Source: an optimization exercise on an open RTL-to-GDS flow (aim: small area, a short achievable clock period and few clock cycles per item). Production flows keep margins and buffers that such runs may drop. Function was checked by simulation only, so behaviour that the tests miss may differ from the original. Power is estimated from default activity; no workload was simulated.

`design.v`:
```
module crsf_st(input [2:0] r, input b, output reg [3:0] o);
  always @* begin
    case ({r,b})
      4'b0000: o = 4'b0000;
      4'b0001: o = 4'b0001;
      4'b0010: o = 4'b0010;
      4'b0011: o = 4'b0011;
      4'b0100: o = 4'b0111;
      4'b0101: o = 4'b1000;
      4'b0110: o = 4'b1001;
      4'b0111: o = 4'b1010;
      4'b1110: o = 4'b1011;
      4'b1111: o = 4'b1111;
      default: o = 4'bxxxx;
    endcase
  end
endmodule
module crsf_scale(input [15:0] v, output [10:0] Q, output [1:0] c);
  wire [15:0] n = {~v[15], v[14:0]};
  wire [2:0] r [0:13];
  wire [12:0] q;
  reg [2:0] rk0;
  always @* begin
    case (n[15:12])
      4'd0: rk0 = 3'b000;
      4'd1: rk0 = 3'b001;
      4'd2: rk0 = 3'b010;
      4'd3: rk0 = 3'b011;
      4'd4: rk0 = 3'b111;
      4'd5: rk0 = 3'b000;
      4'd6: rk0 = 3'b001;
      4'd7: rk0 = 3'b010;
      4'd8: rk0 = 3'b011;
      4'd9: rk0 = 3'b111;
      4'd10: rk0 = 3'b000;
      4'd11: rk0 = 3'b001;
      4'd12: rk0 = 3'b010;
      4'd13: rk0 = 3'b011;
      4'd14: rk0 = 3'b111;
      4'd15: rk0 = 3'b000;
      default: rk0 = 3'bxxx;
    endcase
  end
  assign r[0] = 3'b000;
  genvar g;
  generate for (g=0; g<13; g=g+1) begin : s
    wire [3:0] o; crsf_st u(.r(g == 4 ? rk0 : r[g]), .b(n[15-g]), .o(o));
    assign q[12-g] = o[3]; assign r[g+1] = o[2:0];
  end endgenerate
  reg [2:0] rb;
  always @* begin
    case (r[13])
      3'b000: rb = 3'd0;
      3'b001: rb = 3'd1;
      3'b010: rb = 3'd2;
      3'b011: rb = 3'd3;
      3'b111: rb = 3'd4;
      default: rb = 3'bxxx;
    endcase
  end
  assign Q = q[10:0];
  wire [4:0] h = Q[10:6];
  reg [5:0] th;
  always @* begin
    case (h)
      5'd0: th = 6'd0;
      5'd1: th = 6'd2;
      5'd2: th = 6'd3;
      5'd3: th = 6'd5;
      5'd4: th = 6'd6;
      5'd5: th = 6'd8;
      5'd6: th = 6'd9;
      5'd7: th = 6'd11;
      5'd8: th = 6'd12;
      5'd9: th = 6'd14;
      5'd10: th = 6'd16;
      5'd11: th = 6'd17;
      5'd12: th = 6'd19;
      5'd13: th = 6'd20;
      5'd14: th = 6'd22;
      5'd15: th = 6'd23;
      5'd16: th = 6'd25;
      5'd17: th = 6'd27;
      5'd18: th = 6'd28;
      5'd19: th = 6'd30;
      5'd20: th = 6'd31;
      5'd21: th = 6'd32;
      5'd22: th = 6'd33;
      5'd23: th = 6'd35;
      5'd24: th = 6'd36;
      5'd25: th = 6'd38;
      default: th = 6'bxxxxxx;
    endcase
  end
  wire d = Q[5:0] < th;
  wire [6:0] S = {rb, n[2:0]} + h;
  wire c1 = d ? (S >= 7'd21) : (S >= 7'd20);
  wire c2 = d ? (S >= 7'd61) : (S >= 7'd60);
  assign c = {c2, c1 & ~c2};
endmodule
module crsf_encoder (
    input  wire         clk,
    input  wire         rst,         
    input  wire         in_valid,
    output wire         in_ready,
    input  wire [255:0] in_ch,       
    output wire         out_valid,
    input  wire         out_ready,
    output wire [207:0] out_frame    
);
    reg         valid;
    reg [175:0] q_reg;       
    reg [31:0]  c_reg;       
    wire [175:0] q_next;
    wire [31:0]  c_next;
    wire [175:0] payload;    
    genvar i;
    generate for (i = 0; i < 16; i = i + 1) begin : ch
        crsf_scale sc (.v(in_ch[16*i +: 16]), .Q(q_next[11*i +: 11]), .c(c_next[2*i +: 2]));
        assign payload[11*i +: 11] = q_reg[11*i +: 11] + {9'd43, c_reg[2*i +: 2]};
    end endgenerate
    assign in_ready = ~valid | out_ready;
    wire   take     = in_valid & in_ready;
    always @(posedge clk) begin
        if (rst)
            valid <= 1'b0;
        else if (take)
            valid <= 1'b1;
        else if (out_ready)
            valid <= 1'b0;
        if (take) begin
            q_reg <= q_next;
            c_reg <= c_next;
        end
    end
    wire [7:0] crc;
    wire s0_1 = payload[10] ^ payload[12] ^ payload[14] ^ payload[20] ^ payload[63] ^ payload[93] ^ payload[97] ^ payload[109] ^ payload[111] ^ payload[119] ^ payload[146];
    wire s0_2 = payload[11] ^ payload[13] ^ payload[19] ^ payload[58] ^ payload[73] ^ payload[94] ^ payload[96] ^ payload[110] ^ payload[118] ^ payload[157] ^ payload[172];
    wire s0_3 = payload[29] ^ payload[41] ^ payload[42] ^ payload[69] ^ payload[70] ^ payload[71] ^ payload[112] ^ payload[140] ^ payload[141] ^ payload[152] ^ payload[153] ^ payload[154];
    wire s0_4 = payload[5] ^ payload[37] ^ payload[59] ^ payload[74] ^ payload[88] ^ payload[95] ^ payload[120] ^ payload[158] ^ payload[173];
    wire s0_5 = payload[35] ^ payload[46] ^ payload[61] ^ payload[66] ^ payload[85] ^ payload[91] ^ payload[129] ^ payload[134] ^ payload[144] ^ payload[165] ^ payload[168];
    wire s0_6 = payload[1] ^ payload[30] ^ payload[43] ^ payload[53] ^ payload[56] ^ payload[78] ^ payload[100] ^ payload[113] ^ payload[136] ^ payload[142] ^ payload[155] ^ payload[161];
    wire s0_7 = payload[15] ^ payload[16] ^ payload[21] ^ payload[48] ^ payload[51] ^ payload[55] ^ payload[98] ^ payload[104] ^ payload[115] ^ payload[138] ^ payload[147] ^ payload[150];
    wire s0_8 = payload[6] ^ payload[34] ^ payload[45] ^ payload[60] ^ payload[64] ^ payload[80] ^ payload[89] ^ payload[128] ^ payload[133] ^ payload[159] ^ payload[163];
    wire s0_9 = payload[18] ^ payload[31] ^ payload[50] ^ payload[54] ^ payload[57] ^ payload[72] ^ payload[114] ^ payload[117] ^ payload[137] ^ payload[149] ^ payload[156] ^ payload[171];
    wire s0_10 = payload[4] ^ payload[9] ^ payload[36] ^ payload[62] ^ payload[92] ^ payload[103] ^ payload[108] ^ payload[135] ^ payload[145];
    wire s0_11 = payload[0] ^ payload[28] ^ payload[40] ^ payload[52] ^ payload[68] ^ payload[77] ^ payload[99] ^ payload[127] ^ payload[139] ^ payload[151] ^ payload[160] ^ payload[167];
    wire s0_12 = payload[2] ^ payload[23] ^ payload[25] ^ payload[33] ^ payload[44] ^ payload[79] ^ payload[101] ^ payload[106] ^ payload[124] ^ payload[132] ^ payload[143] ^ payload[162];
    wire s0_13 = payload[3] ^ payload[8] ^ payload[26] ^ payload[38] ^ payload[75] ^ payload[102] ^ payload[107] ^ payload[121] ^ payload[125] ^ payload[174];
    wire s0_14 = payload[17] ^ payload[22] ^ payload[24] ^ payload[32] ^ payload[49] ^ payload[87] ^ payload[105] ^ payload[116] ^ payload[123] ^ payload[131] ^ payload[148] ^ payload[170];
    wire s0_15 = payload[27] ^ payload[39] ^ payload[47] ^ payload[67] ^ payload[76] ^ payload[86] ^ payload[122] ^ payload[126] ^ payload[130] ^ payload[166] ^ payload[169] ^ payload[175];
    assign crc[0] = ~(s0_1 ^ s0_3 ^ s0_5 ^ s0_7 ^ s0_9 ^ s0_11 ^ s0_13 ^ s0_15);
    assign crc[1] = ~(s0_2 ^ s0_3 ^ s0_6 ^ s0_7 ^ s0_10 ^ s0_11 ^ s0_14 ^ s0_15);
    assign crc[2] = ~(s0_4 ^ s0_5 ^ s0_6 ^ s0_7 ^ s0_12 ^ s0_13 ^ s0_14 ^ s0_15);
    assign crc[3] = ~(s0_8 ^ s0_9 ^ s0_10 ^ s0_11 ^ s0_12 ^ s0_13 ^ s0_14 ^ s0_15);
    wire s1_1 = payload[4] ^ payload[42] ^ payload[47] ^ payload[57] ^ payload[78] ^ payload[81] ^ payload[103] ^ payload[130] ^ payload[141] ^ payload[156] ^ payload[161];
    wire s1_2 = payload[35] ^ payload[39] ^ payload[43] ^ payload[72] ^ payload[79] ^ payload[82] ^ payload[122] ^ payload[134] ^ payload[142] ^ payload[162] ^ payload[171];
    wire s1_3 = payload[0] ^ payload[5] ^ payload[21] ^ payload[32] ^ payload[58] ^ payload[88] ^ payload[99] ^ payload[104] ^ payload[131] ^ payload[157];
    wire s1_4 = payload[18] ^ payload[29] ^ payload[36] ^ payload[44] ^ payload[61] ^ payload[83] ^ payload[112] ^ payload[117] ^ payload[135] ^ payload[143] ^ payload[144];
    wire s1_5 = payload[12] ^ payload[24] ^ payload[48] ^ payload[52] ^ payload[64] ^ payload[73] ^ payload[111] ^ payload[123] ^ payload[147] ^ payload[151] ^ payload[163] ^ payload[172];
    wire s1_6 = payload[6] ^ payload[8] ^ payload[10] ^ payload[16] ^ payload[22] ^ payload[59] ^ payload[89] ^ payload[105] ^ payload[107] ^ payload[109] ^ payload[115] ^ payload[158];
    wire s1_7 = payload[1] ^ payload[33] ^ payload[71] ^ payload[86] ^ payload[91] ^ payload[100] ^ payload[132] ^ payload[154] ^ payload[169];
    wire s1_8 = payload[27] ^ payload[30] ^ payload[50] ^ payload[62] ^ payload[69] ^ payload[84] ^ payload[113] ^ payload[126] ^ payload[145] ^ payload[149] ^ payload[152];
    wire s1_9 = payload[14] ^ payload[19] ^ payload[37] ^ payload[40] ^ payload[45] ^ payload[75] ^ payload[97] ^ payload[118] ^ payload[120] ^ payload[128] ^ payload[139] ^ payload[174];
    wire s1_10 = payload[13] ^ payload[26] ^ payload[49] ^ payload[55] ^ payload[68] ^ payload[74] ^ payload[96] ^ payload[125] ^ payload[138] ^ payload[148] ^ payload[167] ^ payload[173];
    wire s1_11 = payload[25] ^ payload[53] ^ payload[54] ^ payload[65] ^ payload[66] ^ payload[67] ^ payload[124] ^ payload[136] ^ payload[137] ^ payload[164] ^ payload[165] ^ payload[166];
    wire s1_12 = payload[11] ^ payload[17] ^ payload[28] ^ payload[51] ^ payload[60] ^ payload[63] ^ payload[110] ^ payload[116] ^ payload[127] ^ payload[146] ^ payload[150] ^ payload[159];
    wire s1_13 = payload[7] ^ payload[9] ^ payload[23] ^ payload[31] ^ payload[70] ^ payload[85] ^ payload[90] ^ payload[106] ^ payload[108] ^ payload[114] ^ payload[153] ^ payload[168];
    wire s1_14 = payload[2] ^ payload[41] ^ payload[46] ^ payload[56] ^ payload[76] ^ payload[92] ^ payload[101] ^ payload[129] ^ payload[140] ^ payload[155] ^ payload[175];
    wire s1_15 = payload[15] ^ payload[20] ^ payload[34] ^ payload[38] ^ payload[87] ^ payload[98] ^ payload[119] ^ payload[121] ^ payload[133] ^ payload[170];
    assign crc[4] = (s1_1 ^ s1_3 ^ s1_5 ^ s1_7 ^ s1_9 ^ s1_11 ^ s1_13 ^ s1_15);
    assign crc[5] = ~(s1_2 ^ s1_3 ^ s1_6 ^ s1_7 ^ s1_10 ^ s1_11 ^ s1_14 ^ s1_15);
    assign crc[6] = ~(s1_4 ^ s1_5 ^ s1_6 ^ s1_7 ^ s1_12 ^ s1_13 ^ s1_14 ^ s1_15);
    assign crc[7] = ~(s1_8 ^ s1_9 ^ s1_10 ^ s1_11 ^ s1_12 ^ s1_13 ^ s1_14 ^ s1_15);
    assign out_valid = valid;
    assign out_frame = {crc, payload, 8'h16, 8'h18, 8'hEE};
endmodule
```
`flow/run.sh`:
```
#!/bin/bash
# Standard ORFS layout (standard.sh) with these changes:
#  - synthesis: no full/half-adder extraction (ADDER_MAP_FILE empty) and
#    an area-oriented abc mapping script (flow/synth.tcl, flow/abc.script);
#  - port buffers are buf_1 cells instead of the default clkdlybuf4s50_1;
#  - repair_timing aims for 11.8 ns of setup slack (SETUP_SLACK_MARGIN),
#    so the resizer shortens the critical paths below the 22 ns period.
# The output of every tool goes to standard.log here.
set -o pipefail
bash standard.sh ADDER_MAP_FILE= SYNTH_SCRIPT=$PWD/flow/synth.tcl \
  "BUFFER_PORTS_ARGS=-buffer_cell sky130_fd_sc_hd__buf_1" SETUP_SLACK_MARGIN=11.8 finish > standard.log 2>&1
```
`flow/abc.script`:
```
strash; dc2; strash; dch -f; amap
```
`flow/synth.tcl`:
```
# synth_recipe.tcl with one change: the technology-mapping abc call runs
# flow/abc.script (area-oriented mapping) instead of ORFS's abc_area or
# abc_speed script. Registers are mapped by dfflibmap before abc and keep
# the standard synthesis's names and cell types.
set my_abc_script [file join [file dirname [file normalize [info script]]] abc.script]
proc synth {args} { yosys synth -nofsm -noshare {*}$args }
proc abc {args} {
  set i [lsearch $args -script]
  if {$i >= 0} { lset args [expr {$i+1}] $::my_abc_script }
  yosys abc {*}$args
}
source $::env(SCRIPTS_DIR)/synth.tcl
# left out here: clear keep_hierarchy, flatten, clean up, hide names made inside functions, write 1_2_yosys.v
```
`standard.sh`:
```
#!/bin/bash
# synth_recipe.tcl (not shown) runs the flow's synth.tcl, then flattens the netlist and writes it again
# the make line also repeats each setting of config.mk as NAME=value (left out here)
make -C /OpenROAD-flow-scripts/flow DESIGN_CONFIG=/design/flow/config.mk WORK_HOME=/design/flow/orfs CLKGATE_MAP_FILE= SYNTH_SCRIPT=/design/flow/synth_recipe.tcl "${@:-finish}"
```
`config.mk`:
```
export PLATFORM = sky130hd
export DESIGN_NAME = crsf_encoder
export DESIGN_NICKNAME = crsf_encoder
export VERILOG_FILES = /design/flow/design.v
export SDC_FILE = /design/flow/constraint.sdc
export NUM_CORES = 4
export LEC_CHECK = 0
export CAP_MARGIN = 20
export CORE_MARGIN = 2
export CORE_UTILIZATION = 55
export CTS_BUF_LIST = sky130_fd_sc_hd__clkbuf_8
export CTS_CLUSTER_DIAMETER = 60
export CTS_CLUSTER_SIZE = 20
export SLEW_MARGIN = 20
```
`constraint.sdc`:
```
create_clock -name core_clock -period 22.0 [get_ports {clk}]
set_input_delay 4.4000 -clock core_clock [delete_from_list [all_inputs] [get_ports {clk}]]
set_output_delay 4.4000 -clock core_clock [all_outputs]
set_load 0.01 [all_outputs]
```
==> results.cfg, run 1 <==
[yosys]
yosys.area.top_type = edfxtp_1
yosysTopAreaCellShare = 0.246
yosysSeqAreaShare = 0.247
ys_seq_elements = 209
synth_cell_types = 54
synth_cells = 4168
synth_area_per_cell_um2 = 6.08
yosysWarnings = 3
netlist_area_um2 = 25300
async_flop_share = 0
synth_flop_cell = edfxtp_1
synth-edff-count = 208
synthTopCellsByArea = edfxtp_1 25%, o21ai_0 12%, nor2_1 12%

[drt]
dr.pass1.iters = 5
via_per_inst = 5.68
wl_per_cell_um = 16.3
drtAntennaViolNets = 0
drc = 0
vias = 30100
wirelength_um = 86400
drt_iter0_drc = 2395

[setup_path]
regToRegStartpoint = valid
startpoint = q_reg[144]
slowest_delay_ps = 410
crit_path_max_fanout = 4
worstSetupStartpointType = flip-flop
cp_slowest_cell = edfxtp_1
arrival_ps = 5410
path_class = reg2out
critPathRequiredTime_ps = 17600
end_kind = output pin

[grt]
antenna_found_initial = 0
first_global_vias = 24700
grt_pass1_wl_um = 126000
globalRouteOverflowTotal = 0
track_usage = 0.336
grt_start_max_net_pins = 194

[floorplan]
die_x_um = 219
num_io_pins = 470
start_util = 0.558
core.rowCount = 78
die-area_um2 = 47800
die_h_um = 219
core_area_um2 = 45400

[placed_design]
finalWeightedCongestion = 1.00
hpwl_um = 71500
io_buffers = 445

[sta]
fmax_ghz = 0.102
grt_setup_unrepaired = true
relSlewSlack = 0.187
slew_viol_final = 0
finalHoldViolations = 0
skew_ps = 35.4
fin_crit_ps = 9810
setup_violations = 0
period_share = 0.446
fin_tns_setup_ps = 0
worst_slew_pin_slew_ps = 1210

[clocking]
path_clk_slew_ps = 110
htree_levels = 1
clock_latency_ps = 610
cts.sinks = 209
cts_tree = built
cts_root_buf = clkbuf_8
cts_buffer_depth = 3
cts_buffers = 22

[layout]
fin_nets = 4950
num-fill-cells = 4380
largest_reg_flops = 176
layout-drive-gt1-share = 0.0855
syn_to_final_growth_pct = 17.5
antennaDiodeCount = 0

[min_path]
hp-start = valid
hold_path.class = reg2reg

[power_and_ir_drop]
p_per_area_nw_per_um2 = 150
power_mw = 4.45
ir_drop_mv = 0.176
p_leak_nw = 10.4

[run]
cap_violations = 0

[status]
outcome = no timing/DRC/antenna violations
[final cells by class]
class	count	area (µm²)	area share
Timing Repair Buffer	500	2100	0.0705
Inverter	682	2560	0.0860
Clock buffer	23	317	0.0106
Multi-Input combinational cell	3275	17600	0.591
Sequential cell	209	6270	0.210
Clock inverter	14	189	0.00634
Tap cell	600	751	0.0252
[cell usage after synthesis (all sizes together), types with 10 or more instances]
master and number:
nor2 814, clkinv 682, o21ai 620, nand2 497
a21oi 488, edfxtp 208, o22ai 179, nor3 62
o211ai 59, o21a 58, a211oi 54, a31oi 38
nor2b 38, a21o 33, or2 33, a22oi 29
xor2 26, o21bai 25, buf 24, o221ai 19
o31ai 19, a211o 18, a2111oi 16, nand3 12
nor4 12, a21boi 11, nand2b 10
[stage by stage]
step	cells	cell area, µm²	worst slack [ps]	utilization	hold WS (ps)
CTS	5270	28400	11780	0.626	668
detailed placement	5231	27800	10910	0.613	653
floorplan	4190	25400	11870	-	661
finish	5303	29800	12190	0.656	657
global route	5303	29800	11640	0.656	697
global placement	5231	27800	11090	0.613	645
[cell families after synthesis]
family	share of synthesized area
compound gates	0.397
simple gates	0.237
buf+inv	0.108
flops	0.247
xor+xnor	0.0100
other cells	0.000296
[worst max-delay path: cells and delay by family (launching register included)]
kind                   cells  cell delay (ps)
AND/OR/NAND/NOR           12             1090
flip-flops                 1              410
AO/OA/AOI/OAI             11             2590
buffers and inverters      5              710
[routing by layer]
layer | GRT usage | up-vias | wire (µm)
li1 | - | 15800 | -
met1 | 0.424 | 13100 | 35500
met2 | 0.549 | 1000 | 38400
met3 | 0.0824 | 193 | 8170
met5 | 0 | - | 0
met4 | 0.137 | 0 | 4290
[where the power goes]
part	total, mW	switching [mW]	internal (mW)	leakage [nW]
Sequential	0.631	0.0431	0.588	2.03
Clock	0.292	0.178	0.114	0.246
Combinational	3.53	2.41	1.12	8.08
[path summary, 6_finish.rpt]
kind | endpoint | slack, ps | depth (start not counted)
worst min register to register | valid | 660 | 3
worst min-delay path | valid | 660 | 3
worst max-delay path | out_frame[202] | 12190 | 28
worst max register to register | q_reg[72] | 19760 | 3
[layout by cell type (no fill, tap or decap), types with 14 or more instances in the layout]
| master | instances |
|---|---|
| a22oi_1 | 27 |
| o21ai_0 | 444 |
| xor2_1 | 26 |
| o211ai_1 | 59 |
| o21ai_2 | 55 |
| nor3_1 | 62 |
| o21bai_1 | 22 |
| a21oi_1 | 410 |
| buf_4 | 54 |
| nand2_1 | 492 |
| a31oi_1 | 38 |
| o221ai_1 | 16 |
| a2111oi_0 | 14 |
| a211oi_2 | 28 |
| or2_0 | 28 |
| inv_2 | 16 |
| nor2_2 | 61 |
| o22ai_1 | 170 |
| o21ai_1 | 120 |
| edfxtp_1 | 208 |
| nor2b_2 | 15 |
| nor2b_1 | 20 |
| a211oi_1 | 26 |
| a21o_1 | 33 |
| buf_1 | 441 |
| clkbuf_8 | 23 |
| clkinv_1 | 667 |
| o21a_1 | 57 |
| conb_1 | 24 |
| a211o_1 | 18 |
| a21oi_2 | 74 |
| nor2_1 | 749 |
[what timing repair did]
| item | 4_1_cts | 5_1_grt |
|---|---|---|
| setup buffers | 2 | 33 |
| endpoints found under the setup margin | 13 | 39 |
| pin swaps | 1 | 55 |
| hold buffers | 0 | 0 |
| resized for setup | 23 | 489 |
Testbench counts, summed over its fixed seeds: cycles 2,056, frames 2,048.
==> inputs of run 2 (changes only) <==
--- a/flow/run.sh
+++ b/flow/run.sh
@@ -5,3 +5,3 @@
 #  - port buffers are buf_1 cells instead of the default clkdlybuf4s50_1;
-#  - repair_timing aims for 11.8 ns of setup slack (SETUP_SLACK_MARGIN),
+#  - repair_timing aims for 11.3 ns of setup slack (SETUP_SLACK_MARGIN),
 #    so the resizer shortens the critical paths below the 22 ns period.
@@ -10,2 +10,2 @@
 bash standard.sh ADDER_MAP_FILE= SYNTH_SCRIPT=$PWD/flow/synth.tcl \
-  "BUFFER_PORTS_ARGS=-buffer_cell sky130_fd_sc_hd__buf_1" SETUP_SLACK_MARGIN=11.8 finish > standard.log 2>&1
+  "BUFFER_PORTS_ARGS=-buffer_cell sky130_fd_sc_hd__buf_1" SETUP_SLACK_MARGIN=11.3 finish > standard.log 2>&1
--- a/config.mk
+++ b/config.mk
@@ -9,6 +9,4 @@
 export CORE_MARGIN = 2
-export CORE_UTILIZATION = 55
-export CTS_BUF_LIST = sky130_fd_sc_hd__clkbuf_8
-export CTS_CLUSTER_DIAMETER = 60
-export CTS_CLUSTER_SIZE = 20
+export CORE_UTILIZATION = 40
+export CTS_BUF_LIST = sky130_fd_sc_hd__clkbuf_4
 export SLEW_MARGIN = 20
==> results.cfg, run 2 <==
[placed_design]
io_buffers = 445
finalWeightedCongestion = 0.919
post-place-ws_ps = 10930
hpwl_um = 78000
place_area_um2 = 28200

[layout]
fin_nets = 4963
finish.utilization = 0.466
multi_input_area_um2 = 16800
final_common_cell = nor2_1
postLayoutCellArea_um2 = 29300
num-fill-cells = 6816
regArea_um2 = 6270
mostFrequentLayoutCells = 800 x nor2_1, 693 x clkinv_1, 543 x o21ai_0
largest_reg_flops = 176
layout-drive-gt1-share = 0.0443
syn_to_final_growth_pct = 15.6

[drt]
drtAntennaViolNets = 0
drt_iter0_drc = 1962
dr.pass1.iters = 5
drc = 0
wirelength_um = 90700
via_per_inst = 5.29
wl_per_cell_um = 16.2
vias = 29600

[grt]
antenna_found_initial = 1
grt_pass1_wl_um = 136000
grt_start_max_net_pins = 152
globalRouteOverflowTotal = 0
track_usage = 0.265
first_global_vias = 25300

[sta]
setup_ws_ps = 11840
relSlewSlack = 0.205
setup_violations = 0
slew_viol_final = 0
grt_setup_unrepaired = true
fin_crit_ps = 10160
finalHoldViolations = 0
skew_ps = 32.1
fmax_ghz = 0.0984
period_share = 0.462
worst_slew_pin_slew_ps = 1180
fin_tns_setup_ps = 0

[power_and_ir_drop]
p_leak_nw = 10.2
ir_drop_mv = 0.106
p_per_area_nw_per_um2 = 151

[yosys]
synth_cells = 4168
synthTopCellsByCount = 814 x nor2_1, 682 x clkinv_1, 620 x o21ai_0, 497 x nand2_1, 488 x a21oi_1
synth_area_per_cell_um2 = 6.08
yosysSeqAreaShare = 0.247
yosysMostFrequentCell = nor2_1
synth_cell_types = 54
netlist_area_um2 = 25300
yosysWarnings = 3
yosysTopAreaCellShare = 0.246
yosys.area.top_type = edfxtp_1
async_flop_share = 0
synth-edff-count = 208
synthTopCellsByArea = edfxtp_1 25%, o21ai_0 12%, nor2_1 12%
ys_seq_elements = 209
synth_flop_cell = edfxtp_1

[clocking]
clock_latency_ps = 780
cts_root_buf = clkbuf_4
cts.sinks = 209
postCtsHoldBufs = 0
path_clk_slew_ps = 70
cts_buffer_depth = 3
htree_levels = 2
cts_tree = built
cts_buffers = 58

[floorplan]
core_area_um2 = 62900
num_io_pins = 470
die-area_um2 = 65400
die_h_um = 256
core.rowCount = 92
die_x_um = 256
start_util = 0.403

[setup_path]
crit_path_max_fanout = 4
regToRegStartpoint = valid
cp_slowest_cell = o21ai_0
slowest_delay_ps = 920
startpoint = q_reg[23]
reg2reg_to = q_reg[106]
reg2reg_depth = 4
cp-endpoint = out_frame[203]
r2r_slack_ps = 19590
worstSetupStartpointType = flip-flop
end_kind = output pin
arrival_ps = 5760
path_common_cell = clkinv_1
critPathRequiredTime_ps = 17600
path_class = reg2out
crit_chain = a22oi_1 > nand2_1 > o21ai_0 > nor2_1 > clkinv_1 > nor2_1 > clkinv_1 > nand2_1 > o21ai_0 > clkinv_1 > o22ai_1 > xor2_1 > xnor2_1 > xor2_1 > nor2_1 > a21oi_1 > clkinv_1 > a21oi_1 > a21oi_1 > o21ai_0 > buf_1

[run]
cap_violations = 0

[min_path]
hold_path.class = reg2reg

[status]
outcome = no timing/DRC/antenna violations
## run 2: cell counts after synthesis
Identical to the previous run, type by type.
## run 2: worst min path at each step
stage               start  endpoint  cells after the start
finish              valid     valid                      3
global route        valid     valid                      3
CTS                 valid     valid                      3
detailed placement  valid     valid                      3
global placement    valid     valid                      3
floorplan           valid     valid                      3
## run 2: layer usage
layer	vias up	routed length, µm	GRT usage
met3	141	7410	0.0676
li1	15900	-	-
met2	742	39500	0.425
met5	-	0	0
met4	0	3780	0.108
met1	12800	40100	0.340
## run 2: worst max-delay path, delay by kind of cell, from the launching register on
| kind | cells | cell delay [ps] |
|---|---|---|
| buf+inv | 5 | 750 |
| xor+xnor | 3 | 600 |
| compound gates | 8 | 2840 |
| flops | 1 | 410 |
| simple gates | 5 | 360 |
## run 2: what timing repair did
action | in CTS | in global routing
hold endpoints to repair | 0 | 0
buffers inserted | 0 | 4
setup endpoints to repair | 0 | 36
resized for setup | 0 | 166
## run 2: cell families after synthesis
| logic type | count (synthesis) | synth area share |
|---|---|---|
| AOI/OAI and AO/OA | 1724 | 0.397 |
| and+or+nand+nor | 1498 | 0.237 |
| DFF | 209 | 0.247 |
| buffers and inverters | 706 | 0.108 |
| xor gates and xnor gates | 29 | 0.0100 |
| other | 2 | 0.000296 |
## run 2: per-stage QoR
step	power [mW]	hold slack (ps)	instances
finish	4.42	689	5591
global route	4.87	749	5591
CTS	4.34	691	5585
detailed placement	3.98	682	5484
global placement	3.94	687	5484
floorplan	2.92	639	4190
## run 2: layout make-up
class,instances,area share
antenna,1,0.0000854
clock buffer,87,0.0223
clock inverter,14,0.00188
inverter,682,0.0874
multi-input combinational,3275,0.573
sequential,209,0.214
tap,846,0.0361
timing repair buffer,477,0.0656
## run 2: report_power, final
group	internal (mW)	switching (mW)	total, mW
clock network	0.178	0.174	0.352
logic	1.06	2.38	3.44
registers	0.589	0.0421	0.631
==> inputs of run 3 (changes only) <==
--- a/flow/run.sh
+++ b/flow/run.sh
@@ -5,3 +5,3 @@
 #  - port buffers are buf_1 cells instead of the default clkdlybuf4s50_1;
-#  - repair_timing aims for 11.3 ns of setup slack (SETUP_SLACK_MARGIN),
+#  - repair_timing aims for 12.1 ns of setup slack (SETUP_SLACK_MARGIN),
 #    so the resizer shortens the critical paths below the 22 ns period.
@@ -10,2 +10,2 @@
 bash standard.sh ADDER_MAP_FILE= SYNTH_SCRIPT=$PWD/flow/synth.tcl \
-  "BUFFER_PORTS_ARGS=-buffer_cell sky130_fd_sc_hd__buf_1" SETUP_SLACK_MARGIN=11.3 finish > standard.log 2>&1
+  "BUFFER_PORTS_ARGS=-buffer_cell sky130_fd_sc_hd__buf_1" SETUP_SLACK_MARGIN=12.1 finish > standard.log 2>&1
==> results.cfg, run 3 <==
[power_and_ir_drop]
p_per_area_nw_per_um2 = 156
p_leak_nw = 11.1
ir_drop_mv = 0.117
power_mw = 4.94

[yosys]
yosysWarnings = 3
synthTopCellsByArea = edfxtp_1 25%, o21ai_0 12%, nor2_1 12%
netlist_area_um2 = 25300
synth_area_per_cell_um2 = 6.08
synth_flop_cell = edfxtp_1
synth_cells = 4168
yosysSeqAreaShare = 0.247
yosysTopAreaCellShare = 0.246
synth_cell_types = 54
async_flop_share = 0
synthTopCellsByCount = 814 x nor2_1, 682 x clkinv_1, 620 x o21ai_0, 497 x nand2_1, 488 x a21oi_1
synth-edff-count = 208
yosysMostFrequentCell = nor2_1
ys_seq_elements = 209
yosys.area.top_type = edfxtp_1

[clocking]
cts_buffer_depth = 3
clock_latency_ps = 770
cts.sinks = 209
cts_tree = built
cts_buffers = 60
path_clk_slew_ps = 70
cts_root_buf = clkbuf_4
htree_levels = 2

[sta]
timing.hold.ws_ps = 669
skew_ps = 32.5
fin_tns_setup_ps = 0
grt_setup_unrepaired = true
fin_crit_ps = 9520
fmax_ghz = 0.105
relSlewSlack = 0.236
worst_slew_pin_slew_ps = 1130
finalHoldViolations = 0
period_share = 0.433
setup_violations = 0
slew_viol_final = 0

[layout]
regArea_um2 = 6270
layout-drive-gt1-share = 0.151
multi_input_area_um2 = 18500
largest_reg_flops = 176
mostFrequentLayoutCells = 723 x nor2_1, 655 x clkinv_1, 483 x nand2_1
fin_nets = 5048
finalNonFillerCells = 5675
final_common_cell = nor2_1
num-fill-cells = 6742
syn_to_final_growth_pct = 24.8

[floorplan]
die_h_um = 256
num_io_pins = 470
core.rowCount = 92
start_util = 0.403
die-area_um2 = 65400
core_area_um2 = 62900
die_x_um = 256

[setup_path]
reg2reg_depth = 4
path_common_cell = nor2_2
arrival_ps = 10010
critPathRequiredTime_ps = 22500
worstSetupStartpointType = input pin
path_class = in2reg
cp_slowest_cell = or2_4
slowest_delay_ps = 240
crit_path_max_fanout = 4
end_kind = flip-flop

[grt]
track_usage = 0.268
first_global_vias = 25800
antenna_found_initial = 1
grt_start_max_net_pins = 77
globalRouteOverflowTotal = 0
grt_pass1_wl_um = 138000

[drt]
drt_iter0_drc = 1851
dr.pass1.iters = 8
vias = 30400
drtAntennaViolNets = 0
wirelength_um = 94500
via_per_inst = 5.36
wl_per_cell_um = 16.7
drc = 0

[placed_design]
hpwl_um = 78100
dpl.cell_count = 5487
io_buffers = 445
finalWeightedCongestion = 0.939

[run]
cap_violations = 0

[min_path]
min_path_cells = 3
hold_path.class = reg2reg

[status]
outcome = no timing/DRC/antenna violations
[run 3: cell counts after synthesis]
No cell type changed its count.
[run 3: worst paths after layout]
path	from	to	slack, ps
setup / recovery	in_ch[125]	c_reg[14]	12480
setup reg to reg	valid	q_reg[38]	19360
hold / removal	valid	valid	670
hold reg to reg	valid	valid	670
[run 3: layout make-up]
class / count / area share
multi-input combinational: 3275 / 0.584
sequential: 209 / 0.198
inverter: 682 / 0.0811
timing repair buffer: 560 / 0.0806
tap: 846 / 0.0335
clock buffer: 90 / 0.0214
clock inverter: 11 / 0.00138
antenna: 2 / 0.000158
[run 3: kinds of logic (layout without fill, tap and decap cells)]
kind of cell | after synthesis | count (layout) | share of synthesized area
compound gates | 1724 | 1724 | 0.397
simple gates | 1498 | 1498 | 0.237
buf+inv | 706 | 1343 | 0.108
flops | 209 | 209 | 0.247
xor+xnor | 29 | 29 | 0.0100
other cells | 2 | 26 | 0.000296
[run 3: per-layer routing]
metal,part of all wire,vias up,global-route usage
li1,-,16100,-
met1,0.43,13500,0.342
met2,0.45,747,0.436
met3,0.075,143,0.0668
met4,0.037,0,0.0981
met5,0,-,0
[run 3: timing repair]
item / 4_1_cts / 5_1_grt
pin swaps: 2 / 113
setup endpoints to repair: 22 / 40
gates resized for setup: 52 / 741
setup buffers: 6 / 79
endpoints found under the hold margin: 0 / 0
hold buffers: 0 / 0
[run 3: report_power, final]
part	internal, mW	leakage, nW	switching, mW
Sequential	0.589	2.03	0.0439
Combinational	1.32	8.64	2.63
Clock	0.184	0.436	0.173
Total	2.09	11.1	2.85
[run 3: through the flow]
| step | area, µm² | util | worst slack [ps] |
|---|---|---|---|
| finish | 31600 | 0.503 | 12480 |
| global route | 31600 | 0.503 | 11940 |
| CTS | 29100 | 0.463 | 12080 |
| detailed placement | 28200 | 0.449 | 11070 |
| global placement | 28200 | 0.449 | 11170 |
| floorplan | 25500 | - | 12100 |
[run 3: critical path: cells and delay by family]
kind / cells / cell delay [ps]
AOI/OAI and AO/OA: 15 / 2470
buffers and inverters: 5 / 470
and+or+nand+nor: 21 / 2680
==> inputs of run 4 (changes only) <==
--- a/design.v
+++ b/design.v
@@ -1,17 +1,19 @@
-module crsf_st(input [2:0] r, input b, output reg [3:0] o);
-  always @* begin
-    case ({r,b})
-      4'b0000: o = 4'b0000;
-      4'b0001: o = 4'b0001;
-      4'b0010: o = 4'b0010;
-      4'b0011: o = 4'b0011;
-      4'b0100: o = 4'b0111;
-      4'b0101: o = 4'b1000;
-      4'b0110: o = 4'b1001;
-      4'b0111: o = 4'b1010;
-      4'b1110: o = 4'b1011;
-      4'b1111: o = 4'b1111;
-      default: o = 4'bxxxx;
+module crsf_st(input [2:0] r, input b, output [3:0] o);
+  function [3:0] f_st;
+    input [3:0] s;
+    case (s)
+      4'b0000: f_st = 4'b0000;
+      4'b0001: f_st = 4'b0001;
+      4'b0010: f_st = 4'b0010;
+      4'b0011: f_st = 4'b0011;
+      4'b0100: f_st = 4'b0111;
+      4'b0101: f_st = 4'b1000;
+      4'b0110: f_st = 4'b1001;
+      4'b0111: f_st = 4'b1010;
+      4'b1110: f_st = 4'b1011;
+      4'b1111: f_st = 4'b1111;
+      default: f_st = 4'bxxxx;
     endcase
-  end
+  endfunction
+  assign o = f_st({r, b});
 endmodule
@@ -21,24 +23,25 @@
   wire [12:0] q;
-  reg [2:0] rk0;
-  always @* begin
-    case (n[15:12])
-      4'd0: rk0 = 3'b000;
-      4'd1: rk0 = 3'b001;
-      4'd2: rk0 = 3'b010;
-      4'd3: rk0 = 3'b011;
-      4'd4: rk0 = 3'b111;
-      4'd5: rk0 = 3'b000;
-      4'd6: rk0 = 3'b001;
-      4'd7: rk0 = 3'b010;
-      4'd8: rk0 = 3'b011;
-      4'd9: rk0 = 3'b111;
-      4'd10: rk0 = 3'b000;
-      4'd11: rk0 = 3'b001;
-      4'd12: rk0 = 3'b010;
-      4'd13: rk0 = 3'b011;
-      4'd14: rk0 = 3'b111;
-      4'd15: rk0 = 3'b000;
-      default: rk0 = 3'bxxx;
+  function [2:0] f_rk0;
+    input [3:0] s;
+    case (s)
+      4'd0: f_rk0 = 3'b000;
+      4'd1: f_rk0 = 3'b001;
+      4'd2: f_rk0 = 3'b010;
+      4'd3: f_rk0 = 3'b011;
+      4'd4: f_rk0 = 3'b111;
+      4'd5: f_rk0 = 3'b000;
+      4'd6: f_rk0 = 3'b001;
+      4'd7: f_rk0 = 3'b010;
+      4'd8: f_rk0 = 3'b011;
+      4'd9: f_rk0 = 3'b111;
+      4'd10: f_rk0 = 3'b000;
+      4'd11: f_rk0 = 3'b001;
+      4'd12: f_rk0 = 3'b010;
+      4'd13: f_rk0 = 3'b011;
+      4'd14: f_rk0 = 3'b111;
+      4'd15: f_rk0 = 3'b000;
+      default: f_rk0 = 3'bxxx;
     endcase
-  end
+  endfunction
+  wire [2:0] rk0 = f_rk0(n[15:12]);
   assign r[0] = 3'b000;
@@ -49,47 +52,49 @@
   end endgenerate
-  reg [2:0] rb;
-  always @* begin
-    case (r[13])
-      3'b000: rb = 3'd0;
-      3'b001: rb = 3'd1;
-      3'b010: rb = 3'd2;
-      3'b011: rb = 3'd3;
-      3'b111: rb = 3'd4;
-      default: rb = 3'bxxx;
+  function [2:0] f_rb;
+    input [2:0] s;
+    case (s)
+      3'b000: f_rb = 3'd0;
+      3'b001: f_rb = 3'd1;
+      3'b010: f_rb = 3'd2;
+      3'b011: f_rb = 3'd3;
+      3'b111: f_rb = 3'd4;
+      default: f_rb = 3'bxxx;
     endcase
-  end
+  endfunction
+  wire [2:0] rb = f_rb(r[13]);
   assign Q = q[10:0];
   wire [4:0] h = Q[10:6];
-  reg [5:0] th;
-  always @* begin
-    case (h)
-      5'd0: th = 6'd0;
-      5'd1: th = 6'd2;
-      5'd2: th = 6'd3;
-      5'd3: th = 6'd5;
-      5'd4: th = 6'd6;
-      5'd5: th = 6'd8;
-      5'd6: th = 6'd9;
-      5'd7: th = 6'd11;
-      5'd8: th = 6'd12;
-      5'd9: th = 6'd14;
-      5'd10: th = 6'd16;
-      5'd11: th = 6'd17;
-      5'd12: th = 6'd19;
-      5'd13: th = 6'd20;
-      5'd14: th = 6'd22;
-      5'd15: th = 6'd23;
-      5'd16: th = 6'd25;
-      5'd17: th = 6'd27;
-      5'd18: th = 6'd28;
-      5'd19: th = 6'd30;
-      5'd20: th = 6'd31;
-      5'd21: th = 6'd32;
-      5'd22: th = 6'd33;
-      5'd23: th = 6'd35;
-      5'd24: th = 6'd36;
-      5'd25: th = 6'd38;
-      default: th = 6'bxxxxxx;
+  function [5:0] f_th;
+    input [4:0] s;
+    case (s)
+      5'd0: f_th = 6'd0;
+      5'd1: f_th = 6'd2;
+      5'd2: f_th = 6'd3;
+      5'd3: f_th = 6'd5;
+      5'd4: f_th = 6'd6;
+      5'd5: f_th = 6'd8;
+      5'd6: f_th = 6'd9;
+      5'd7: f_th = 6'd11;
+      5'd8: f_th = 6'd12;
+      5'd9: f_th = 6'd14;
+      5'd10: f_th = 6'd16;
+      5'd11: f_th = 6'd17;
+      5'd12: f_th = 6'd19;
+      5'd13: f_th = 6'd20;
+      5'd14: f_th = 6'd22;
+      5'd15: f_th = 6'd23;
+      5'd16: f_th = 6'd25;
+      5'd17: f_th = 6'd27;
+      5'd18: f_th = 6'd28;
+      5'd19: f_th = 6'd30;
+      5'd20: f_th = 6'd31;
+      5'd21: f_th = 6'd32;
+      5'd22: f_th = 6'd33;
+      5'd23: f_th = 6'd35;
+      5'd24: f_th = 6'd36;
+      5'd25: f_th = 6'd38;
+      default: f_th = 6'bxxxxxx;
     endcase
-  end
+  endfunction
+  wire [5:0] th = f_th(h);
   wire d = Q[5:0] < th;
--- a/flow/run.sh
+++ b/flow/run.sh
@@ -5,3 +5,3 @@
 #  - port buffers are buf_1 cells instead of the default clkdlybuf4s50_1;
-#  - repair_timing aims for 12.1 ns of setup slack (SETUP_SLACK_MARGIN),
+#  - repair_timing aims for 11.8 ns of setup slack (SETUP_SLACK_MARGIN),
 #    so the resizer shortens the critical paths below the 22 ns period.
@@ -10,2 +10,2 @@
 bash standard.sh ADDER_MAP_FILE= SYNTH_SCRIPT=$PWD/flow/synth.tcl \
-  "BUFFER_PORTS_ARGS=-buffer_cell sky130_fd_sc_hd__buf_1" SETUP_SLACK_MARGIN=12.1 finish > standard.log 2>&1
+  "BUFFER_PORTS_ARGS=-buffer_cell sky130_fd_sc_hd__buf_1" SETUP_SLACK_MARGIN=11.8 finish > standard.log 2>&1
==> results.cfg, run 4 <==
[status]
outcome = no timing/DRC/antenna violations

[setup_path]
cp_slowest_cell = o32ai_2
path_common_cell = nand2_1
path_class = in2reg
slowest_delay_ps = 320
crit_path_max_fanout = 4
critPathRequiredTime_ps = 22510
end_kind = flip-flop
worstSetupStartpointType = input pin
arrival_ps = 10330

[floorplan]
die_x_um = 255
core_area_um2 = 62700
die_h_um = 255
num_io_pins = 470
core.rowCount = 92
die-area_um2 = 65300
start_util = 0.403

[power_and_ir_drop]
p_per_area_nw_per_um2 = 153
ir_drop_mv = 0.118
power_mw = 4.61
p_leak_nw = 10.5

[yosys]
yosys.area.top_type = edfxtp_1
synth-edff-count = 208
netlist_area_um2 = 25300
yosysMostFrequentCell = nor2_1
synth_flop_cell = edfxtp_1
synth_area_per_cell_um2 = 6.09
yosysWarnings = 3
synth_cell_types = 55
synth_cells = 4152
ys_seq_elements = 209
synthTopCellsByCount = 781 x nor2_1, 673 x clkinv_1, 628 x o21ai_0, 507 x nand2_1, 498 x a21oi_1
yosysSeqAreaShare = 0.248
yosysTopAreaCellShare = 0.247
synthTopCellsByArea = edfxtp_1 25%, o21ai_0 12%, nor2_1 12%
async_flop_share = 0

[run]
cap_violations = 0

[layout]
layout-drive-gt1-share = 0.0882
mostFrequentLayoutCells = 740 x nor2_1, 678 x clkinv_1, 499 x nand2_1
fin_nets = 4970
syn_to_final_growth_pct = 19.5
multi_input_area_um2 = 17600
largest_reg_flops = 176
num-fill-cells = 6790
regArea_um2 = 6270
finish.utilization = 0.482
final_common_cell = nor2_1

[grt]
antenna_found_initial = 2
globalRouteOverflowTotal = 0
track_usage = 0.270
grt_start_max_net_pins = 74
first_global_vias = 25600
grt_pass1_wl_um = 139000

[clocking]
cts_buffer_depth = 3
cts_buffers = 60
postCtsHoldBufs = 0
htree_levels = 2
cts_tree = built
cts.sinks = 209
cts_root_buf = clkbuf_4
clock_latency_ps = 770
path_clk_slew_ps = 80

[drt]
drtAntennaViolNets = 0
vias = 29900
drc = 0
wl_per_cell_um = 16.6
dr.pass1.iters = 5
wirelength_um = 92900
drt_iter0_drc = 1792
via_per_inst = 5.35

[sta]
fin_crit_ps = 9820
finalHoldViolations = 0
fmax_ghz = 0.102
fin_tns_setup_ps = 0
worst_slew_pin_slew_ps = 1160
slew_viol_final = 0
grt_setup_unrepaired = true
period_share = 0.446
relSlewSlack = 0.219
setup_violations = 0
skew_ps = 50.2

[placed_design]
io_buffers = 445
hpwl_um = 79300
finalWeightedCongestion = 0.945

[min_path]
hold_path.class = reg2reg
==> run 4: critical path, delay by kind of cell <==
kind	cells	cell delay [ps]
AO/OA/AOI/OAI	23	3640
AND/OR/NAND/NOR	15	1810
buffers and inverters	4	430
==> run 4: cells by family (layout without fill, tap and decap cells) <==
group                  count (synthesis)  count (layout)  share of synthesized area
AO/OA/AOI/OAI                       1741            1741                      0.403
XOR/XNOR                              18              18                    0.00623
buffers and inverters                697            1274                      0.107
flip-flops                           209             209                      0.248
other                                  2              25                   0.000297
AND/OR/NAND/NOR                     1485            1485                      0.236
==> run 4: cell type report <==
cell class	count	share of cell area
antenna	1	0.0000828
clock buffer	85	0.0211
clock inverter	18	0.00327
inverter	673	0.0836
multi-input combinational	3268	0.581
sequential	209	0.207
tap	846	0.0350
timing repair buffer	498	0.0686
==> run 4: worst paths after layout <==
kind | startpoint | end | slack (ps) | depth (start not counted)
max | in_ch[205] | c_reg[24] | 12180 | 42
min | valid | valid | 650 | 3
max reg2reg | valid | q_reg[40] | 19220 | 4
min reg2reg | valid | valid | 650 | 3
==> run 4: repair_timing <==
action	in CTS	in global routing
pin swaps	0	34
setup buffers	0	22
endpoints found under the setup margin	2	40
gates resized for setup	8	484
==> run 4: report_power, final <==
part,switching (mW),internal (mW)
Combinational,2.48,1.14
Sequential,0.0428,0.594
Clock,0.169,0.188
==> run 4: per-stage QoR <==
stage	std cells	instance area (µm²)	hold slack (ps)	setup slack, ps
after floorplan	4174	25400	661	11880
after global placement	5472	28200	647	11170
after detailed placement	5472	28200	646	10890
after CTS	5575	28900	659	11800
after global routing	5598	30200	755	11660
final	5598	30200	654	12180
==> run 4: metal layers <==
layer | up-vias | global-route usage | part of all wire
li1 | 15900 | - | -
met1 | 13100 | 0.357 | 0.45
met2 | 764 | 0.437 | 0.45
met4 | 0 | 0.0776 | 0.027
met5 | - | 0 | 0
met3 | 107 | 0.0651 | 0.079
Testbench counts of run 4, summed over its fixed seeds: cycles 2,056, frames 2,048.
==> inputs of run 5 (changes only) <==
--- a/config.mk
+++ b/config.mk
@@ -9,3 +9,3 @@
 export CORE_MARGIN = 2
-export CORE_UTILIZATION = 40
+export CORE_UTILIZATION = 50
 export CTS_BUF_LIST = sky130_fd_sc_hd__clkbuf_4
==> results.cfg, run 5 <==
[status]
outcome = no timing/DRC/antenna violations

[drt]
dr.pass1.iters = 6
drtAntennaViolNets = 0
wl_per_cell_um = 16.2
drt_iter0_drc = 2189
wirelength_um = 87700
vias = 29900
drc = 0
via_per_inst = 5.53

[layout]
finalNonFillerCells = 5408
layout-drive-gt1-share = 0.0836
num-fill-cells = 5133
mostFrequentLayoutCells = 743 x nor2_1, 674 x clkinv_1, 500 x nand2_1
fin_nets = 4963
final_common_cell = nor2_1
largest_reg_flops = 176
syn_to_final_growth_pct = 17.8
finish.utilization = 0.595

[power_and_ir_drop]
p_leak_nw = 10.4
ir_drop_mv = 0.100
internal_power_mw = 1.90
power.switching_mw = 2.65
swShare = 0.583
p_per_area_nw_per_um2 = 153
combinationalPowerShare = 0.784
p_seq_frac = 0.140
p_clk_frac = 0.075

[run]
cap_violations = 0

[sta]
skew_ps = 45.9
grt_setup_unrepaired = true
fin_tns_setup_ps = 0
fmax_ghz = 0.102
setup_ws_ps = 12230
relSlewSlack = 0.242
worst_slew_pin_slew_ps = 1130
finalHoldViolations = 0
slew_viol_final = 0
timing.hold.ws_ps = 644
period_share = 0.444
setup_violations = 0
fin_crit_ps = 9770

[grt]
grt_start_max_net_pins = 79
grt_pass1_wl_um = 131000
globalRouteOverflowTotal = 0
first_global_vias = 24800
antenna_found_initial = 1
track_usage = 0.317

[clocking]
path_clk_slew_ps = 70
postCtsHoldBufs = 0
cts_root_buf = clkbuf_4
cts_tree = built
cts_buffers = 58
cts_buffer_depth = 3
htree_levels = 2
clock_latency_ps = 780
cts.sinks = 209

[setup_path]
crit_buf_inv = 6
crit_path_max_fanout = 3
worstSetupStartpointType = flip-flop
path_class = reg2out
end_kind = output pin
critPathRequiredTime_ps = 17600
arrival_ps = 5370
path_common_cell = nor2_1
crit_family = compound AO/OA/AOI/OAI gates
cp_slowest_cell = o21ai_0
slowest_delay_ps = 460

[yosys]
async_flop_share = 0
yosys.area.top_type = edfxtp_1
synth_flop_cell = edfxtp_1
ys_seq_elements = 209
yosysSeqAreaShare = 0.248
synth_fa_ha_area_frac = 0
synth_cell_types = 55
yosysWarnings = 3
yosys.area_share.simple = 0.236
synthTopCellsByCount = 781 x nor2_1, 673 x clkinv_1, 628 x o21ai_0, 507 x nand2_1, 498 x a21oi_1
yosysMostFrequentCell = nor2_1
synth.area.mux_share = 0
synth_area_per_cell_um2 = 6.09
synth-xor-area-share = 0.00623
yosysTopAreaCellShare = 0.247
synthTopCellsByArea = edfxtp_1 25%, o21ai_0 12%, nor2_1 12%
synth_cells = 4152
synth_compound_area_frac = 0.403
synth-edff-count = 208
netlist_area_um2 = 25300
synth_top_family_by_area = compound AO/OA/AOI/OAI gates

[floorplan]
core.rowCount = 82
die-area_um2 = 52400
start_util = 0.505
num_io_pins = 470
die_x_um = 229
die_h_um = 229
core_area_um2 = 50100

[placed_design]
finalWeightedCongestion = 0.955
dpl.cell_count = 5286
hpwl_um = 73400
io_buffers = 445
post-place-ws_ps = 10950

[min_path]
hold_path.class = reg2reg
run 5: cell counts after synthesis:
No cell type changed its count.
run 5: path summary, 6_finish.rpt:
check / start / end / slack (ps) / cells after the start
worst max register to register: valid / q_reg[39] / 19050 / 4
worst min register to register: valid / valid / 640 / 3
worst min-delay path: valid / valid / 640 / 3
worst max-delay path: q_reg[12] / out_frame[207] / 12230 / 25
run 5: tightest hold or removal path, cell delays in order, from the launching register on:
cell and delay, ps:
dfxtp_1 300, nor2b_1 170, nor2_1 90, nor2_1 40
run 5: metrics by stage:
stage	area [µm²]	power, mW
CTS	28500	4.28
global placement	27900	3.89
global route	29800	4.98
floorplan	25400	2.94
finish	29800	4.55
detailed placement	27900	3.92
run 5: cells by family (layout without fill, tap and decap cells):
logic type | after synthesis | in the layout
compound gates | 1741 | 1741
simple gates | 1485 | 1485
buf+inv | 697 | 1258
flops | 209 | 209
xor+xnor | 18 | 18
other cells | 2 | 25
run 5: layout make-up:
class / count / area [µm²] / share of cell area
antenna: 1 / 2.50 / 0.0000840
clock inverter: 13 / 77.6 / 0.00260
sequential: 209 / 6270 / 0.210
tap: 672 / 841 / 0.0282
timing repair buffer: 493 / 2030 / 0.0682
inverter: 673 / 2530 / 0.0848
multi-input combinational: 3268 / 17500 / 0.586
clock buffer: 79 / 593 / 0.0199
run 5: metal layers:
metal  GRT usage  routed length, µm  vias to the layer above
li1            -                  -                    15900
met1       0.415              37400                    13000
met2       0.498              37900                      873
met3      0.0807               8370                      160
met4       0.134               3970                        0
met5           0                  0                        -
run 5: repair_timing:
item                                    4_1_cts  5_1_grt
setup buffers                                 0       28
pin swaps                                     0       34
resized for setup                             3      468
endpoints found under the setup margin        3       40
hold endpoints to repair                      0        0
run 5: power groups by stage:
stage / Clock, mW / Combinational [mW] / Sequential, mW
2_1_floorplan: 0 / 2.31 / 0.633
3_3_place_gp: 0 / 3.24 / 0.643
3_5_place_dp: 0 / 3.27 / 0.644
4_1_cts: 0.352 / 3.29 / 0.637
5_1_grt: 0.371 / 3.96 / 0.650
6_report: 0.343 / 3.57 / 0.638
==> inputs of run 6 (changes only) <==
--- a/config.mk
+++ b/config.mk
@@ -9,3 +9,3 @@
 export CORE_MARGIN = 2
-export CORE_UTILIZATION = 50
+export CORE_UTILIZATION = 60
 export CTS_BUF_LIST = sky130_fd_sc_hd__clkbuf_4
==> results.cfg, run 6 <==
[status]
outcome = no timing/DRC/antenna violations

[yosys]
yosysMostFrequentCell = nor2_1
netlist_area_um2 = 25300
synth_cell_types = 55
synthTopCellsByCount = 781 x nor2_1, 673 x clkinv_1, 628 x o21ai_0, 507 x nand2_1, 498 x a21oi_1
synth_compound_area_frac = 0.403
yosys.area.top_type = edfxtp_1
yosysSeqAreaShare = 0.248
synth-xor-area-share = 0.00623
async_flop_share = 0
synth_flop_cell = edfxtp_1
synthTopCellsByArea = edfxtp_1 25%, o21ai_0 12%, nor2_1 12%
synth_cells = 4152
synth_area_per_cell_um2 = 6.09
synth.area.mux_share = 0
synth_fa_ha_area_frac = 0
synth-edff-count = 208
yosys.area_share.simple = 0.236
yosysWarnings = 3
ys_seq_elements = 209
synth_top_family_by_area = compound AO/OA/AOI/OAI gates
yosysTopAreaCellShare = 0.247

[drt]
wl_per_cell_um = 16.1
drtAntennaViolNets = 0
vias = 30600
drt_iter0_drc = 2346
dr.pass1.iters = 6
drc = 0
via_per_inst = 5.80
wirelength_um = 85300

[sta]
relSlewSlack = 0.127
fin_tns_setup_ps = 0
setup_ws_ps = 12120
skew_ps = 73.0
fmax_ghz = 0.101
fin_crit_ps = 9880
slew_viol_final = 0
setup_violations = 0
grt_setup_unrepaired = true
finalHoldViolations = 0
worst_slew_pin_slew_ps = 1300
period_share = 0.449

[layout]
layout-drive-gt1-share = 0.0839
fin_nets = 4956
syn_to_final_growth_pct = 17.4
mostFrequentLayoutCells = 739 x nor2_1, 688 x clkinv_1, 499 x nand2_1
num-fill-cells = 3807
final_common_cell = nor2_1
largest_reg_flops = 176

[power_and_ir_drop]
p_leak_nw = 10.4
ir_drop_mv = 0.111
p_per_area_nw_per_um2 = 152

[placed_design]
post-place-ws_ps = 10930
finalWeightedCongestion = 0.978
io_buffers = 445
hpwl_um = 70100

[floorplan]
core.rowCount = 75
core_area_um2 = 41800
start_util = 0.606
die_x_um = 209
num_io_pins = 470
die-area_um2 = 43800
die_h_um = 209

[setup_path]
end_kind = output pin
crit_path_max_fanout = 4
path_class = reg2out
critPathRequiredTime_ps = 17600
arrival_ps = 5480
worstSetupStartpointType = flip-flop

[clocking]
clock_latency_ps = 740
htree_levels = 2
cts_tree = built
cts_root_buf = clkbuf_4
cts.sinks = 209
cts_buffer_depth = 3
cts_buffers = 55
path_clk_slew_ps = 80

[min_path]
hold_path.class = reg2reg

[grt]
grt_pass1_wl_um = 126000
antenna_found_initial = 1
globalRouteOverflowTotal = 0
first_global_vias = 24900
grt_start_max_net_pins = 81
track_usage = 0.363

[run]
cap_violations = 0
run 6: cell counts after synthesis:
Identical to the previous run, type by type.
run 6: final cells by class:
type                       count  area [µm²]  area share
clock inverter                30         129     0.00434
tap                          539         674      0.0227
multi-input combinational   3268       17500       0.591
sequential                   209        6270       0.211
antenna                        1        2.50   0.0000843
timing repair buffer         489        2010      0.0676
clock buffer                  72         541      0.0182
inverter                     673        2530      0.0851
run 6: cells by family (layout without fill, tap and decap cells):
logic type | Yosys count | after routing
xor gates and xnor gates | 18 | 18
AOI/OAI and AO/OA | 1741 | 1741
other | 2 | 25
and+or+nand+nor | 1485 | 1485
DFF | 209 | 209
buffers and inverters | 697 | 1264
run 6: worst max-delay path: stages (launching register included):
cell and delay (ps):
edfxtp_1 400, clkinv_1 80, a22oi_1 80, nand2_1 80, o21ai_0 90, or2_0 250, nor2_1 140, clkinv_1 90
nand2_1 90, nand2_1 80, nand2_1 100, nand2_1 80, nand2_1 90, clkinv_1 70, o21ai_0 770, clkinv_1 270
o22ai_1 290, a21oi_1 130, o21ai_0 450, xor2_1 230, nor2_1 60, a21oi_1 160, nor2_1 70, a21oi_1 210
nor2_1 80, nor2b_1 110, buf_1 260
run 6: worst paths after layout:
check	from	end	slack, ps	cells past startpoint
max	c_reg[29]	out_frame[204]	12120	26
min	valid	valid	660	3
max reg2reg	valid	q_reg[158]	19480	4
min reg2reg	valid	valid	660	3
run 6: stage by stage:
stage | power, mW | hold WS (ps) | utilization | instance area [µm²] | instances
after floorplan | 2.94 | 661 | - | 25400 | 4174
after global placement | 3.83 | 645 | 0.663 | 27700 | 5154
after detailed placement | 3.87 | 658 | 0.663 | 27700 | 5154
after CTS | 4.22 | 668 | 0.680 | 28400 | 5256
after global routing | 4.91 | 702 | 0.711 | 29700 | 5281
final | 4.51 | 657 | 0.711 | 29700 | 5281
run 6: power breakdown:
| group | internal [mW] | total (mW) | switching [mW] |
|---|---|---|---|
| Clock | 0.155 | 0.331 | 0.176 |
| Combinational | 1.12 | 3.54 | 2.42 |
| Sequential | 0.593 | 0.637 | 0.0435 |
| Total | 1.87 | 4.51 | 2.64 |
run 6: what timing repair did:
item,CTS,global route
hold buffers,0,0
endpoints found under the setup margin,4,40
resized for setup,8,466
pin swaps,0,37
buffers inserted,0,24
run 6: routing by layer:
metal,track usage,part of all wire
met1,0.466,0.40
met2,0.582,0.44
met3,0.0962,0.12
met4,0.149,0.047
met5,0,0
==> inputs of run 7 (changes only) <==
--- a/flow/run.sh
+++ b/flow/run.sh
@@ -5,3 +5,3 @@
 #  - port buffers are buf_1 cells instead of the default clkdlybuf4s50_1;
-#  - repair_timing aims for 11.8 ns of setup slack (SETUP_SLACK_MARGIN),
+#  - repair_timing aims for 11.5 ns of setup slack (SETUP_SLACK_MARGIN),
 #    so the resizer shortens the critical paths below the 22 ns period.
@@ -10,2 +10,2 @@
 bash standard.sh ADDER_MAP_FILE= SYNTH_SCRIPT=$PWD/flow/synth.tcl \
-  "BUFFER_PORTS_ARGS=-buffer_cell sky130_fd_sc_hd__buf_1" SETUP_SLACK_MARGIN=11.8 finish > standard.log 2>&1
+  "BUFFER_PORTS_ARGS=-buffer_cell sky130_fd_sc_hd__buf_1" SETUP_SLACK_MARGIN=11.5 finish > standard.log 2>&1
--- a/config.mk
+++ b/config.mk
@@ -9,3 +9,3 @@
 export CORE_MARGIN = 2
-export CORE_UTILIZATION = 60
+export CORE_UTILIZATION = 40
 export CTS_BUF_LIST = sky130_fd_sc_hd__clkbuf_4
==> results.cfg, run 7 <==
[yosys]
yosysWarnings = 3
synth_flop_cell = edfxtp_1
synth_cells = 4152
yosysMostFrequentCell = nor2_1
synth-edff-count = 208
synth_cell_types = 55
ys_seq_elements = 209
synthTopCellsByArea = edfxtp_1 25%, o21ai_0 12%, nor2_1 12%
synthTopCellsByCount = 781 x nor2_1, 673 x clkinv_1, 628 x o21ai_0, 507 x nand2_1, 498 x a21oi_1
yosys.area.top_type = edfxtp_1
synth_area_per_cell_um2 = 6.09
yosysTopAreaCellShare = 0.247
yosysSeqAreaShare = 0.248
async_flop_share = 0
netlist_area_um2 = 25300

[setup_path]
critPathRequiredTime_ps = 17600
end_kind = output pin
startpoint = c_reg[21]
worstSetupStartpointType = flip-flop
arrival_ps = 5710
cp_slowest_cell = o21ai_0
reg2reg_to = q_reg[35]
crit_path_max_fanout = 3
path_common_cell = nand2_1
cp-endpoint = out_frame[207]
r2r_slack_ps = 19360
slowest_delay_ps = 650
reg2reg_depth = 4
path_class = reg2out
regToRegStartpoint = valid

[layout]
largest_reg_flops = 176
multi_input_area_um2 = 17000
num-fill-cells = 6728
postLayoutCellArea_um2 = 29600
layout-drive-gt1-share = 0.0576
final_common_cell = nor2_1
mostFrequentLayoutCells = 759 x nor2_1, 682 x clkinv_1, 506 x nand2_1
fin_nets = 4957
finalNonFillerCells = 5589
regArea_um2 = 6270
syn_to_final_growth_pct = 16.9

[drt]
drt_iter0_drc = 2259
via_per_inst = 5.35
dr.pass1.iters = 6
wirelength_um = 92800
drc = 0
wl_per_cell_um = 16.6
vias = 29900
drtAntennaViolNets = 0

[power_and_ir_drop]
p_leak_nw = 10.3
ir_drop_mv = 0.103
p_per_area_nw_per_um2 = 154

[sta]
period_share = 0.460
fin_crit_ps = 10110
finalHoldViolations = 0
fmax_ghz = 0.0989
grt_setup_unrepaired = true
fin_tns_setup_ps = 0
slew_viol_final = 0
skew_ps = 32.0
relSlewSlack = 0.0822
setup_violations = 0
worst_slew_pin_slew_ps = 1360

[floorplan]
core.rowCount = 92
core_area_um2 = 62700
start_util = 0.403
num_io_pins = 470
die-area_um2 = 65300
die_x_um = 255
die_h_um = 255

[grt]
grt_pass1_wl_um = 138000
antenna_found_initial = 2
track_usage = 0.270
globalRouteOverflowTotal = 0
first_global_vias = 25400
grt_start_max_net_pins = 78

[clocking]
cts.sinks = 209
cts_buffer_depth = 3
cts_tree = built
cts_buffers = 59
postCtsHoldBufs = 0
htree_levels = 2
path_clk_slew_ps = 70
cts_root_buf = clkbuf_4
clock_latency_ps = 790

[placed_design]
io_buffers = 445
finalWeightedCongestion = 0.931
dpl.cell_count = 5473
hpwl_um = 79600
place_area_um2 = 28200

[status]
outcome = no timing/DRC/antenna violations

[min_path]
hold_path.class = reg2reg

[run]
cap_violations = 0
run 7: cell counts after synthesis:
Identical to the previous run, type by type.
run 7: layout make-up:
type | count | area share
inverter | 673 | 0.0855
clock inverter | 14 | 0.00186
tap | 846 | 0.0358
multi-input combinational | 3268 | 0.574
clock buffer | 92 | 0.0234
sequential | 209 | 0.212
timing repair buffer | 486 | 0.0670
antenna | 1 | 0.0000847
run 7: cell families (layout without fill, tap and decap cells):
logic type	after synthesis	after routing	synth area share
and+or+nand+nor	1485	1485	0.236
buffers and inverters	697	1265	0.107
other	2	25	0.000297
xor gates and xnor gates	18	18	0.00623
AOI/OAI and AO/OA	1741	1741	0.403
DFF	209	209	0.248
run 7: metal layers:
metal	GRT usage	vias up	share of wire
met1	0.345	13100	0.43
met4	0.0804	0	0.027
met3	0.0831	107	0.095
met2	0.438	826	0.44
met5	0	-	0
li1	-	15900	-
run 7: stage by stage:
step,power (mW),util,setup slack (ps),hold WS (ps)
after floorplan,2.94,-,11650,639
after global placement,3.97,0.449,11180,639
after detailed placement,4.01,0.449,10920,641
after CTS,4.39,0.461,11710,657
after global routing,4.98,0.471,11340,680
final,4.55,0.471,11890,653
run 7: worst min path at each step:
stage	start	end	slack, ps	cells after the start
floorplan	valid	valid	640	3
global placement	valid	valid	640	3
detailed placement	valid	valid	640	3
CTS	valid	valid	660	3
global route	valid	valid	680	3
finish	valid	valid	650	3
run 7: report_power, final:
group | switching [mW] | internal, mW | leakage [nW] | total (mW)
clock | 0.173 | 0.188 | 0.450 | 0.361
combinational | 2.46 | 1.09 | 7.82 | 3.55
sequential | 0.0423 | 0.593 | 2.03 | 0.636
total | 2.67 | 1.88 | 10.3 | 4.55
run 7: worst max-delay path: cells and delay by family (launching register included):
family          cells  cell delay, ps
compound gates      9            2590
simple gates       13             990
buf+inv             6             960
flops               1             390
run 7: what timing repair did:
action                     in CTS  in global routing
gates resized for setup         0                287
setup endpoints to repair       0                 39
setup buffers                   0                  8

port drivers added, routing unchanged:
How much do the figures lean on ideal ports? The routed layouts below were timed once more, with nothing changed but the port constraints.
Step 1 assumes that a clkbuf_16 drives the clock port and a buf_2 every other input.
Step 2 moves the port delays by t, midway between the first and last clock arrival at a register: inputs arrive t later, outputs are due t later. That takes back most of the time a late clock gives input paths.
Three values: ideal, step 1, step 2; two values: the first two.
run | t, ns | slack for setup (ns) | worst hold slack (ns) | worst setup path after step 2 | pins driven straight from the clock port
run 1 | 0.645 | 12.190 / 12.136 / 11.590 | 0.657 / 0.657 / 0.657 | input to register | 1
run 2 | 0.826 | 11.839 / 11.787 / 11.203 | 0.689 / 0.689 / 0.689 | input to register | 1
run 3 | 0.808 | 12.482 / 12.491 / 11.707 | 0.669 / 0.669 / 0.669 | input to register | 1
run 4 | 0.806 | 12.180 / 12.132 / 11.411 | 0.654 / 0.654 / 0.654 | input to register | 1
run 5 | 0.828 | 12.226 / 12.172 / 11.504 | 0.644 / 0.644 / 0.644 | input to register | 1
run 6 | 0.760 | 12.116 / 12.063 / 11.419 | 0.657 / 0.657 / 0.657 | input to register | 1
run 7 | 0.824 | 11.891 / 11.831 / 11.300 | 0.653 / 0.653 / 0.653 | input to register | 1
After both steps setup and hold are still met in every run listed. The setup slack of run 3, which loses most, moves by +0.009 ns with the drivers and by -0.775 ns with both steps.
